This design comes from an exercise in tuning for small area, a short achievable clock period and few clock cycles on the open sky130 flow, not from production work.
Function was checked by simulation only, so behaviour that the tests miss may differ from the original.
Power is estimated from default activity; no workload was simulated.

== v39 ==
// ed61_ladder
module ed61_ladder (
    input  wire        clk,
    input  wire        rst,
    input  wire        start,
    input  wire [60:0] px,
    input  wire [60:0] py,
    input  wire [60:0] pz,
    input  wire [63:0] k,
    output wire        ready,
    output reg         done,
    output wire [60:0] qx,
    output wire [60:0] qy,
    output wire [60:0] qz
);
    localparam [5:0] KSTART = 6'd38;
    localparam [5:0] KEND   = 6'd60;
    localparam [4:0] NREP1 = 5'd30;
    localparam [5:0] PARK   = 6'd62;
    localparam [60:0] CURVE_D = 61'h190d4e86c64ec401;
    reg [60:0] r_PeX;
    reg [60:0] r_PeY;
    reg [60:0] r_PeZ;
    reg [60:0] r_PeD;
    reg [60:0] r_QX;
    reg [60:0] r_QY;
    reg [60:0] r_QZ;
    reg [60:0] r_QD;
    reg [60:0] r_AX;
    reg [60:0] r_AY;
    reg [60:0] r_AZ;
    reg [60:0] r_T0;
    reg [60:0] r_T1;
    reg [60:0] r_T2;
    reg        running;
    reg        fin;
    reg        c_shift, c_last;
    reg        ready_r;
    reg [60:0] q_x, q_y, q_z;
    reg [5:0] pcn;
    reg [4:0]  wc;
    reg [66:0] sc;
    wire [5:0] ra = running ? pcn : 6'd1;
    wire [67:0] rw;
    function [22:0] rom0(input [5:0] a);
        case (a)
            6'd0: rom0 = 23'h0;
            6'd1: rom0 = 23'h0;
            6'd2: rom0 = 23'h81;
            6'd3: rom0 = 23'h101;
            6'd4: rom0 = 23'h82;
            6'd5: rom0 = 23'h204;
            6'd6: rom0 = 23'h410201;
            6'd7: rom0 = 23'h410108;
            6'd8: rom0 = 23'h202;
            6'd9: rom0 = 23'h408;
            6'd10: rom0 = 23'h110;
            6'd11: rom0 = 23'h20410;
            6'd12: rom0 = 23'h820;
            6'd13: rom0 = 23'h40220;
            6'd14: rom0 = 23'h0;
            6'd15: rom0 = 23'h82;
  ...
Size in the first run: ~1600 flip-flops, ~440 I/O pins, about 160000 µm² of cells after synthesis.
make LEC_CHECK=0 ABC_AREA=1 CAP_MARGIN=20 CELL_PAD_IN_SITES_DETAIL_PLACEMENT=1 CELL_PAD_IN_SITES_GLOBAL_PLACEMENT=1 CORE_MARGIN=2 CORE_UTILIZATION=35 PLACE_DENSITY=0.5 SLEW_MARGIN=20 SYNTH_HIERARCHICAL=1 finish   # period 25.0 ns
run.sh (not shown) runs the stock make flow with config.mk's settings and CLKGATE_MAP_FILE= SYNTH_SCRIPT=/design/flow/synth_recipe.tcl, a recipe that flattens the netlist after the stock synthesis.
Testbench counts of v39, summed over its fixed seeds: cycles 12,068.
Here is what was changed in the inputs of v21 compared with v39.
==> flow/flow/run.sh (new file) <==
#!/bin/bash
# Own flow: the standard layout (standard synthesis, floorplan, placement,
# CTS, routing) with the same constraint file and clock period, except that
# the flow's timing repair (floorplan, CTS and global-route stages) is asked
# for a setup margin of 19 ns, so it sizes and buffers the critical paths for
# speed instead of stopping once the 25 ns clock is met, and repairs only the
# worst path (TNS_END_PERCENT 0).  Make's full output goes to
# standard_flow.log; ORFS keeps each step's log under orfs/logs/.
set -euo pipefail
bash standard.sh "SETUP_SLACK_MARGIN=19" "TNS_END_PERCENT=0" finish > standard_flow.log 2>&1
==> flow/standard.sh (new file) <==
#!/bin/bash
# synth_recipe.tcl (not shown) runs the flow's synth.tcl, then flattens the netlist and writes it again
# the make line also repeats each setting of config.mk as NAME=value (left out here)
make -C /OpenROAD-flow-scripts/flow DESIGN_CONFIG=/design/flow/config.mk WORK_HOME=/design/flow/orfs CLKGATE_MAP_FILE= SYNTH_SCRIPT=/design/flow/synth_recipe.tcl "${@:-finish}"
removed: flow/run.sh
[summary]
Summary — met2 demand-to-capacity share in global routing, v21 relative to v39: higher, by 0.25 points. Summary of the comparison: sequential share of layout area is lower in v21, relative to v39. Relative to v39, synthesis-to-finish area growth increased by 1.9 points in v21. [compare] base=v39 new=v21: total number of cells along the worst setup path went down 7; number of hold buffers added after CTS held; biggest fanout along the worst timing path went down 9; final critical delay including setup and external delays went down 1.40 ns; combinational power went up 8.4%. Share of the clock period used by the worst path was higher in v39 than in v21. Diff v39 -> v21 | wire length | increase of 1.3%.

[re-timing with driven ports]
How much do the figures lean on ideal ports? The routed layouts below were timed once more, with nothing changed but the port constraints. Step 1, drivers: a clkbuf_16 drives clk and a buf_2 each remaining input, both assumed. Step 2 adds t to the input delays and takes it off the output delays; t is the mean of the earliest and latest rising clock arrival at the registers after step 1. Input paths then give back, and output paths get back, about the clock's delay inside the block. a / b / c = ideal / step 1 / step 2; a / b = the first two.
run | t, ns | setup slack, ns | latest minus earliest clock arrival (ns) | worst register clock-pin slew, ns
v39 | 1.123 | 16.741 / 16.741 / 16.741 | 0.101 / 0.101 | 0.07 / 0.07
v21 | 1.119 | 18.144 / 18.144 / 18.025 | 0.096 / 0.095 | 0.08 / 0.08
After both steps every run listed still meets setup and hold. The setup slack of v21, which loses most, moves by 0.000 ns with the drivers and by -0.119 ns with both steps.
